From an optimization exercise on the open Yosys and OpenROAD flow, aimed at small area, a short achievable clock period and few clock cycles per item; shortcuts taken in it are not production practice. Function was checked by simulation only, so behaviour that the tests miss may differ from the original.

==> wip/fjord: inputs <==
==> flow/design.v <==
module bme680_div (
  input  wire        clk,
  input  wire        rst,
  input  wire        start,
  input  wire [31:0] dividend,
  input  wire [31:0] divisor,
  output reg         busy,
  output wire [31:0] quotient
);
  reg  [31:0] quo;       
  reg  [32:0] rem;
  reg  [31:0] dvs;
  reg  [4:0]  cnt;
  reg         neg;
  wire [31:0] abs_a = dividend[31] ? (~dividend + 32'd1) : dividend;
  wire [31:0] abs_b = divisor[31]  ? (~divisor  + 32'd1) : divisor;
  wire [32:0] rem_sh = {rem[31:0], quo[31]};
  wire        fits   = (rem_sh >= {1'b0, dvs});
  assign quotient = neg ? (~quo + 32'd1) : quo;
  always @(posedge clk) begin
    if (rst) begin
      busy <= 1'b0;
    end else if (start) begin
      quo  <= abs_a;
      dvs  <= abs_b;
      rem  <= 33'd0;
      cnt  <= 5'd0;
      neg  <= dividend[31] ^ divisor[31];
      busy <= 1'b1;
    end else if (busy) begin
      rem  <= fits ? (rem_sh - {1'b0, dvs}) : rem_sh;
      quo  <= {quo[30:0], fits};
      cnt  <= cnt + 5'd1;
      if (cnt == 5'd31)
        busy <= 1'b0;
    end
  end
endmodule
module bme680_comp (
  input  wire         clk,
  input  wire         rst,
  input  wire         start,
  output wire         ready,
  input  wire [335:0] cal_img,    
  input  wire [63:0]  burst,      
  output wire         done,
  output wire         fault,
  output wire         pbr,
  output wire [31:0]  tfine,
  output wire [31:0]  temp,
  output wire [31:0]  pres,
  output wire [31:0]  hum
);
  wire        [15:0] par_t1  = cal_img[8*31 +: 16];
  wire signed [15:0] par_t2  = cal_img[8*0  +: 16];
  wire signed [7:0]  par_t3  = cal_img[8*2  +: 8];
  wire        [15:0] par_p1  = cal_img[8*4  +: 16];
  wire signed [15:0] par_p2  = cal_img[8*6  +: 16];
  wire signed [7:0]  par_p3  = cal_img[8*8  +: 8];
  wire        [15:0] par_p4  = cal_img[8*10 +: 16];
  wire signed [15:0] par_p5  = cal_img[8*12 +: 16];
  wire signed [7:0]  par_p6  = cal_img[8*15 +: 8];
  wire signed [7:0]  par_p7  = cal_img[8*14 +: 8];
  wire signed [15:0] par_p8  = cal_img[8*18 +: 16];
  wire signed [15:0] par_p9  = cal_img[8*20 +: 16];
  wire        [7:0]  par_p10 = cal_img[8*22 +: 8];
  wire        [11:0] par_h1  = {cal_img[8*25 +: 8], cal_img[8*24 +: 4]};
  wire        [11:0] par_h2  = {cal_img[8*23 +: 8], cal_img[8*24+4 +: 4]};
  wire signed [7:0]  par_h3  = cal_img[8*26 +: 8];
  wire signed [7:0]  par_h4  = cal_img[8*27 +: 8];
  wire signed [7:0]  par_h5  = cal_img[8*28 +: 8];
  wire        [7:0]  par_h6  = cal_img[8*29 +: 8];
  wire signed [7:0]  par_h7  = cal_img[8*30 +: 8];
  wire [19:0] adc_p = {burst[8*0 +: 8], burst[8*1 +: 8], burst[8*2+4 +: 4]};
  wire [19:0] adc_t = {burst[8*3 +: 8], burst[8*4 +: 8], burst[8*5+4 +: 4]};
  wire [15:0] adc_h = {burst[8*6 +: 8], burst[8*7 +: 8]};
  reg  [4:0]         st;        
  reg                r_fault;
  reg                r_pbr;
  reg  signed [31:0] A;         
  reg  signed [28:0] B;
  reg  signed [22:0] S;         
  reg  signed [26:0] R1;        
  reg  signed [20:0] R2;        
  reg  signed [30:0] RA;        
  reg  signed [31:0] RB;        
  reg  signed [21:0] RC;        
  reg         [16:0] DV;        
  reg                DNEG;      
  reg                NNEG;      
  reg         [32:0] NQ;        
  reg         [15:0] REM;       
  reg         [3:0]  dcnt;      
  reg  signed [33:0] C;
  wire signed [33:0] P   = A * B + C;
  wire        [31:0] P32 = P[31:0];
  wire signed [30:0] c3       = {P[29:10], 11'd0};
  wire signed [19:0] ps_33_14 = P[33:14];
  wire signed [20:0] ps_31_11 = P32[31:11];
  wire signed [19:0] ps_31_12 = P32[31:12];
  wire signed [18:0] ps_31_13 = P32[31:13];
  wire signed [17:0] ps_31_14 = P32[31:14];
  wire signed [14:0] ps_31_17 = P32[31:17];
  wire signed [21:0] ps_31_10 = P32[31:10];
  wire signed [25:0] ps_31_6  = P32[31:6];
  wire signed [30:0] ps_31_1  = P32[31:1];
  wire signed [26:0] ps_28_2  = P[28:2];
  wire signed [16:0] p5x2  = {par_p5, 1'b0};
  wire signed [9:0]  p3x4  = {par_p3, 2'b00};
  wire signed [16:0] p1s   = {1'b0, par_p1};
  wire signed [12:0] h2s   = {1'b0, par_h2};
  wire signed [8:0]  p10s  = {1'b0, par_p10};
  wire signed [14:0] p7s   = {par_p7, 7'd0};
  wire signed [19:0] h6s   = {5'd0, par_h6, 7'd0};
  wire signed [17:0] r1h   = R1[17:0];
  wire signed [19:0] r1n   = R1[19:0];
  wire signed [13:0] r2h   = R2[13:0];
  wire signed [31:0] nqs   = NQ[31:0];
  wire signed [17:0] tadc  = {1'b0, adc_t[19:3]};
  wire signed [17:0] tt1   = {1'b0, par_t1, 1'b0};
  wire signed [24:0] s4    = {S, 2'b00};
  wire signed [21:0] padc  = 22'd1048576 - {2'b00, adc_p};
  wire signed [17:0] hadc  = {2'b00, adc_h};
  wire signed [17:0] hh1   = {2'b00, par_h1, 4'b0000};
  wire signed [17:0] tv1  = tadc - tt1;
  wire signed [16:0] tv1h = tv1[17:1];
  wire signed [23:0] tf  = S + 24'sd128000;
  wire signed [26:0] tf5 = s4 + S + 27'sd640128;
  wire signed [18:0] tsc = tf5[26:8];
  reg  signed [18:0] ts;        
  wire signed [21:0] pv1 = S[22:1];
  wire signed [25:0] rx    = RA[25:0];
  wire signed [30:0] rx32  = {rx, 5'd0};
  wire signed [28:0] rx8   = {rx, 3'd0};
  wire signed [33:0] q100s = rx32 + rx8 + rx
                           + (rx[25] ? 34'sd2149584859 : 34'sd2149580800);
  wire        [32:0] q100y = q100s[32:0];
  wire        [42:0] q100w = {q100y, 10'd0} - q100y + q100y[32:10];
  wire signed [19:0] q100  = {~q100w[41], q100w[40:22]};
  wire        [15:0] nhi = {R1[17], R1[17], R1[17:4]} + par_p4;
  wire signed [19:0] nval = {nhi, R1[3:0]};
  wire signed [21:0] pc0 = padc - r1n;
  wire signed [17:0] hah = hadc - hh1;            
  wire signed [17:0] hv1 = r1h - (q100 >>> 1);
  wire signed [19:0] qadd_b = (st == 5'd14) ? 20'sd16384 :
                              (st == 5'd15) ? RC[19:0] :
                                              h6s;
  wire signed [19:0] qadd   = q100 + qadd_b;
  wire signed [21:0] uacc   = R2 + RC;
  wire signed [31:0] wadd_a = (st == 5'd20) ? RB : NQ[31:0];
  wire signed [31:0] wadd_b = (st == 5'd20) ? RA : (uacc >>> 4);
  wire signed [31:0] wadd   = wadd_a + wadd_b;
  wire        nsgn   = NQ[31];
  wire [31:0] nabs   = nsgn ? (~NQ[31:0] + 32'd1) : NQ[31:0];
  wire        dbig   = |DV[16:14];
  wire [16:0] t1     = {REM, NQ[32]};
  wire [17:0] d1     = {1'b0, t1} - {1'b0, DV};
  wire        b1     = ~d1[17];
  wire [15:0] rm1    = b1 ? d1[15:0] : t1[15:0];
  wire [16:0] t2     = {rm1, NQ[31]};
  wire [17:0] d2     = {1'b0, t2} - {1'b0, DV};
  wire        b2     = ~d2[17];
  wire [15:0] rm2    = b2 ? d2[15:0] : t2[15:0];
  wire [16:0] t3     = {rm2, NQ[30]};
  wire [17:0] d3     = {1'b0, t3} - {1'b0, DV};
  wire        b3     = ~d3[17];
  wire [15:0] rm3    = b3 ? d3[15:0] : t3[15:0];
  wire [31:0] qs     = (NNEG ^ DNEG) ? (~NQ[31:0] + 32'd1) : NQ[31:0];
  wire signed [31:0] pcq = r_pbr ? {qs[30:0], 1'b0} : qs;
  wire signed [19:0] hraw = R1[19:0];
  wire [16:0] hcl = hraw[19] ? 17'd0 : (hraw > 20'sd100000) ? 17'd100000 : hraw[16:0];
  assign ready = (st == 5'd0) || (st == 5'd27);
  assign done  = (st == 5'd27);
  assign fault = r_fault;
  assign pbr   = r_pbr & ~r_fault;
  assign tfine = r_fault ? 32'd0 : {{8{tf[23]}}, tf};
  assign temp  = r_fault ? 32'd0 : {{16{ts[15]}}, ts[15:0]};
  assign pres  = r_fault ? 32'd0 : NQ[31:0];
  assign hum   = r_fault ? 32'd0 : {15'd0, hcl};
  always @(posedge clk) begin
    if (rst) begin
      st      <= 5'd0;
      r_fault <= 1'b0;
    end else begin
      case (st)
        5'd0, 5'd27: if (start) begin
          st      <= 5'd1;
          r_fault <= 1'b0;
        end else begin
          st      <= 5'd0;
        end
        5'd10: if (DV == 17'd0) begin
          st      <= 5'd27;
          r_fault <= 1'b1;
        end else begin
          st <= 5'd11;
        end
        5'd19: if (dcnt == 4'd0) st <= 5'd20;
        default: st <= st + 5'd1;
      endcase
    end
  end
  always @(posedge clk) begin
    C <= 34'sd0;
    case (st)
      5'd0, 5'd27: begin
        A <= tv1h;
        B <= tv1h;
      end
      5'd1: begin                        
        C <= -34'sd131072000;            
        A <= {12'd0, P32[31:12]};
        B <= par_t3;
      end
      5'd2: begin                        
        C  <= c3;                        
        A  <= tv1;
        B  <= par_t2;
      end
      5'd3: begin                        
        S <= P[33:11];
        A <= ps_33_14;
        B <= ps_33_14;
      end
      5'd4: begin                        
        ts <= tsc;
        R2 <= ps_31_13;
        A  <= ps_31_11;
        B  <= par_p6;
      end
      5'd5: begin                        
        C  <= ps_28_2;                   
        A  <= pv1;
        B  <= p5x2;
      end
      5'd6: begin                        
        R1 <= ps_31_14;
        B  <= par_p2;
      end
      5'd7: begin                        
        C  <= ps_31_1;                   
        R1 <= nval;
        A  <= R2;
        B  <= p3x4;
      end
      5'd8: begin                        
        A <= {16'd0, ~P32[31], P32[31], P32[31:18]};
        B <= p1s;
      end
      5'd9: begin                        
        DV <= P32[31:15];
        A  <= pc0;
        B  <= 29'sd3125;
      end
      5'd10: begin                       
        NQ    <= {1'b0, (P32[31:30] == 2'b01) ? P32 : {P32[30:0], 1'b0}};
        r_pbr <= (P32[31:30] == 2'b01);
        DNEG  <= DV[16];
        DV    <= DV[16] ? (~DV + 17'd1) : DV;
        A     <= ts;
        B     <= par_h5;
      end
      5'd11: begin                       
        RA <= P[25:0];
        B  <= par_h3;
      end
      5'd12: begin                       
        RA <= P[25:0];
        R1 <= hah;
        B  <= q100;
      end
      5'd13: begin                       
        RA <= ps_31_6;
        R1 <= hv1;
        B  <= par_h4;
      end
      5'd14: begin                       
        RA <= P[25:0];
        RC <= qadd;
        B  <= par_h7;
      end
      5'd15: begin                       
        RA <= P[25:0];
        A  <= qadd;
        B  <= h2s;
      end
      5'd16: begin                       
        R2 <= qadd >>> 4;
        A  <= ps_31_10;
        B  <= r1h;
      end
      5'd17: begin                       
        RB <= P32;
        A  <= ps_31_14;
        B  <= ps_31_14;
      end
      5'd18: begin                       
        A  <= ps_31_10;
        B  <= r2h;
      end
      5'd19: begin                       
        RA <= P32[31:1];
        if (dcnt == 4'd0) begin
          NQ <= {1'b0, pcq};
          A  <= pcq >>> 3;
          B  <= pcq >>> 3;
        end
      end
      5'd20: begin                       
        RB <= wadd >>> 10;
        A  <= ps_31_13;
        B  <= par_p9;
      end
      5'd21: begin                       
        R2 <= ps_31_12;
        RC <= p7s;
        A  <= nqs >>> 8;
        B  <= nqs >>> 8;
      end
      5'd22: begin                       
        RC <= uacc;
        A  <= P32;
      end
      5'd23: begin                       
        A <= P32;
        B <= p10s;
      end
      5'd24: begin                       
        R2 <= ps_31_17;
        A  <= nqs >>> 2;
        B  <= par_p8;
      end
      5'd25: begin                       
        R2 <= ps_31_13;
        RC <= uacc;
        A  <= RB;
        B  <= 29'sd1000;
      end
      5'd26: begin                       
        R1 <= ps_31_12;
        NQ <= {1'b0, wadd};
      end
      default: ;
    endcase
    if (st == 5'd11) begin
      NNEG <= nsgn;
      NQ   <= dbig ? {nabs[17:0], 15'd0} : {1'b0, nabs};
      REM  <= dbig ? {2'b00, nabs[31:18]} : 16'd0;
      dcnt <= dbig ? 4'd6 : 4'd11;
    end else if (st > 5'd11 && dcnt != 4'd0) begin
      NQ   <= {NQ[29:0], b1, b2, b3};
      REM  <= rm3;
      dcnt <= dcnt - 4'd1;
    end
  end
endmodule
==> flow/run.sh <==
#!/bin/bash
# synth_recipe.tcl (not shown) runs the flow's synth.tcl, then flattens the netlist and writes it again
# the make line also repeats each setting of config.mk as NAME=value (left out here)
make -C /OpenROAD-flow-scripts/flow DESIGN_CONFIG=/design/flow/config.mk WORK_HOME=/design/flow/orfs CLKGATE_MAP_FILE= SYNTH_SCRIPT=/design/flow/synth_recipe.tcl finish
==> flow/config.mk <==
export PLATFORM = sky130hd
export DESIGN_NAME = bme680_comp
export DESIGN_NICKNAME = bme680_comp
export VERILOG_FILES = /design/flow/design.v
export SDC_FILE = /design/flow/constraint.sdc
export NUM_CORES = 4
export LEC_CHECK = 0
export ABC_AREA = 1
export CAP_MARGIN = 20
export CORE_MARGIN = 2
export CORE_UTILIZATION = 40
export SLEW_MARGIN = 20
==> flow/constraint.sdc <==
create_clock -name core_clock -period 22.0 [get_ports {clk}]
set_input_delay 4.4000 -clock core_clock [delete_from_list [all_inputs] [get_ports {clk}]]
set_output_delay 4.4000 -clock core_clock [all_outputs]
set_load 0.01 [all_outputs]
==> wip/yarrow (differences from wip/fjord) <==
--- a/flow/design.v
+++ b/flow/design.v
@@ -93,7 +93,16 @@
   reg         [3:0]  dcnt;      
   reg  signed [33:0] C;
+  always @(*) begin
+    case (st)
+      5'd2:    C = -34'sd131072000;                
+      5'd3:    C = r1sh;     
+      5'd6:    C = R1;                             
+      5'd8:    C = RB;                             
+      default: C = 34'sd0;
+    endcase
+  end
   wire signed [33:0] P   = A * B + C;
   wire        [31:0] P32 = P[31:0];
-  wire signed [30:0] c3       = {P[29:10], 11'd0};
+  wire signed [23:0] ps_33_10 = P[33:10];
   wire signed [19:0] ps_33_14 = P[33:14];
   wire signed [20:0] ps_31_11 = P32[31:11];
@@ -105,5 +114,4 @@
   wire signed [25:0] ps_31_6  = P32[31:6];
   wire signed [30:0] ps_31_1  = P32[31:1];
-  wire signed [26:0] ps_28_2  = P[28:2];
   wire signed [16:0] p5x2  = {par_p5, 1'b0};
   wire signed [9:0]  p3x4  = {par_p3, 2'b00};
@@ -117,4 +125,5 @@
   wire signed [13:0] r2h   = R2[13:0];
   wire signed [31:0] nqs   = NQ[31:0];
+  wire signed [30:0] r1sh  = {R1[19:0], 11'd0};
   wire signed [17:0] tadc  = {1'b0, adc_t[19:3]};
   wire signed [17:0] tt1   = {1'b0, par_t1, 1'b0};
@@ -127,6 +136,5 @@
   wire signed [23:0] tf  = S + 24'sd128000;
   wire signed [26:0] tf5 = s4 + S + 27'sd640128;
-  wire signed [18:0] tsc = tf5[26:8];
-  reg  signed [18:0] ts;        
+  wire signed [18:0] ts  = tf5[26:8];
   wire signed [21:0] pv1 = S[22:1];
   wire signed [25:0] rx    = RA[25:0];
@@ -141,6 +149,6 @@
   wire signed [19:0] nval = {nhi, R1[3:0]};
   wire signed [21:0] pc0 = padc - r1n;
-  wire signed [17:0] hah = hadc - hh1;            
-  wire signed [17:0] hv1 = r1h - (q100 >>> 1);
+  wire signed [17:0] hv1 = hadc - hh1
+                         - (q100 >>> 1);
   wire signed [19:0] qadd_b = (st == 5'd14) ? 20'sd16384 :
                               (st == 5'd15) ? RC[19:0] :
@@ -202,5 +210,4 @@
   end
   always @(posedge clk) begin
-    C <= 34'sd0;
     case (st)
       5'd0, 5'd27: begin
@@ -209,10 +216,9 @@
       end
       5'd1: begin                        
-        C <= -34'sd131072000;            
         A <= {12'd0, P32[31:12]};
         B <= par_t3;
       end
       5'd2: begin                        
-        C  <= c3;                        
+        R1 <= ps_33_10;
         A  <= tv1;
         B  <= par_t2;
@@ -224,5 +230,4 @@
       end
       5'd4: begin                        
-        ts <= tsc;
         R2 <= ps_31_13;
         A  <= ps_31_11;
@@ -230,5 +235,5 @@
       end
       5'd5: begin                        
-        C  <= ps_28_2;                   
+        R1 <= P[28:2];
         A  <= pv1;
         B  <= p5x2;
@@ -239,5 +244,5 @@
       end
       5'd7: begin                        
-        C  <= ps_31_1;                   
+        RB <= ps_31_1;
         R1 <= nval;
         A  <= R2;
@@ -267,5 +272,4 @@
       5'd12: begin                       
         RA <= P[25:0];
-        R1 <= hah;
         B  <= q100;
       end
ABC_AREA = unset   (was 1)
==> run summary <==
- In wip/fjord the utilization is lower than in wip/yarrow, by 0.39 points.
- Between wip/fjord and wip/yarrow, the lower maximum frequency is in wip/yarrow (gap about 10%, measured against wip/yarrow).
- Design area: wip/yarrow is smaller than wip/fjord (6.1%).
- Against wip/fjord, the critical path depth of wip/yarrow is lower by 12.
- Of wip/yarrow and wip/fjord, wip/fjord has the higher setup slack (gap 1100 ps).
- Of wip/fjord and wip/yarrow, wip/fjord has the higher flip-flop and latch count (gap 43).
- Of wip/fjord and wip/yarrow, wip/fjord has the higher synthesized area (gap 7.1%, measured against wip/yarrow).
==> figures <==
| quantity | wip/yarrow | wip/fjord |
|---|---|---|
| Run status | finished clean | finished clean |
| Maximum fanout along the worst path | 52 | 12 |
| Mapped cell area | 55,480 sq um | 59,440 sq um |
| Design Area, Final | 63,110 sq um | 67,200 sq um |
| Met2 wirelength from detailed routing | 113,100 microns | 134,100 microns |
| Global routing met3 resource utilization | 0.1342 | 0.09145 |
| Number of non-clock inverters | 895 | 1,570 |
| End of the critical path | A[14]$_DFFE_PP_ | A[21]$_DFFE_PP_ |
| Sequential cells | 295 | 338 |
| Cell area after placement | 61,650 sq um | 65,550 sq um |
| Total Routed Length | 268,800 microns | 300,200 microns |
| Number of fillers in the final layout | 13,640 | 15,350 |
| Share of the synthesized area in compound gates (AO/OA/AOI/OAI) | 0.2007 | 0.1577 |
| Worst Tran Pin Value | 1367 ps | 1292 ps |
| Setup Skew | 42.44 ps | 65.55 ps |
| Clock sinks | 295 | 338 |
| Worst hold stages | 2 | 0 |
| Multi-input gate area in the final layout | 41,970 sq um | 42,330 sq um |
Testbench counts of wip/fjord, summed over its fixed seeds: cycles 6,920, items 256.
Testbench counts of wip/yarrow, summed over its fixed seeds: cycles 6,920, items 256.

## static timing again, ports no longer ideal
No port has a modelled driver above. Below, the same layouts with a new extraction and two added sets of constraints. Step 1 assumes that a clkbuf_16 drives the clock port and a buf_2 every other input. Step 2 moves the port delays by t, midway between the first and last clock arrival at a register: inputs arrive t later, outputs are due t later. That takes back most of the time a late clock gives input paths. Three values: ideal ports, drivers, drivers and shift; two values: the first two.
run | t (ns) | setup slack, ns | latest minus earliest clock arrival (ns) | worst register clock-pin slew, ns | worst data-port slew with drivers (ns)
wip/fjord | 0.702 | 11.538 / 11.538 / 11.538 | 0.065 / 0.065 | 0.07 / 0.07 | 0.12
wip/yarrow | 0.669 | 10.457 / 10.457 / 10.457 | 0.042 / 0.043 | 0.07 / 0.07 | 0.14
After both steps setup and hold are still met in every run listed.
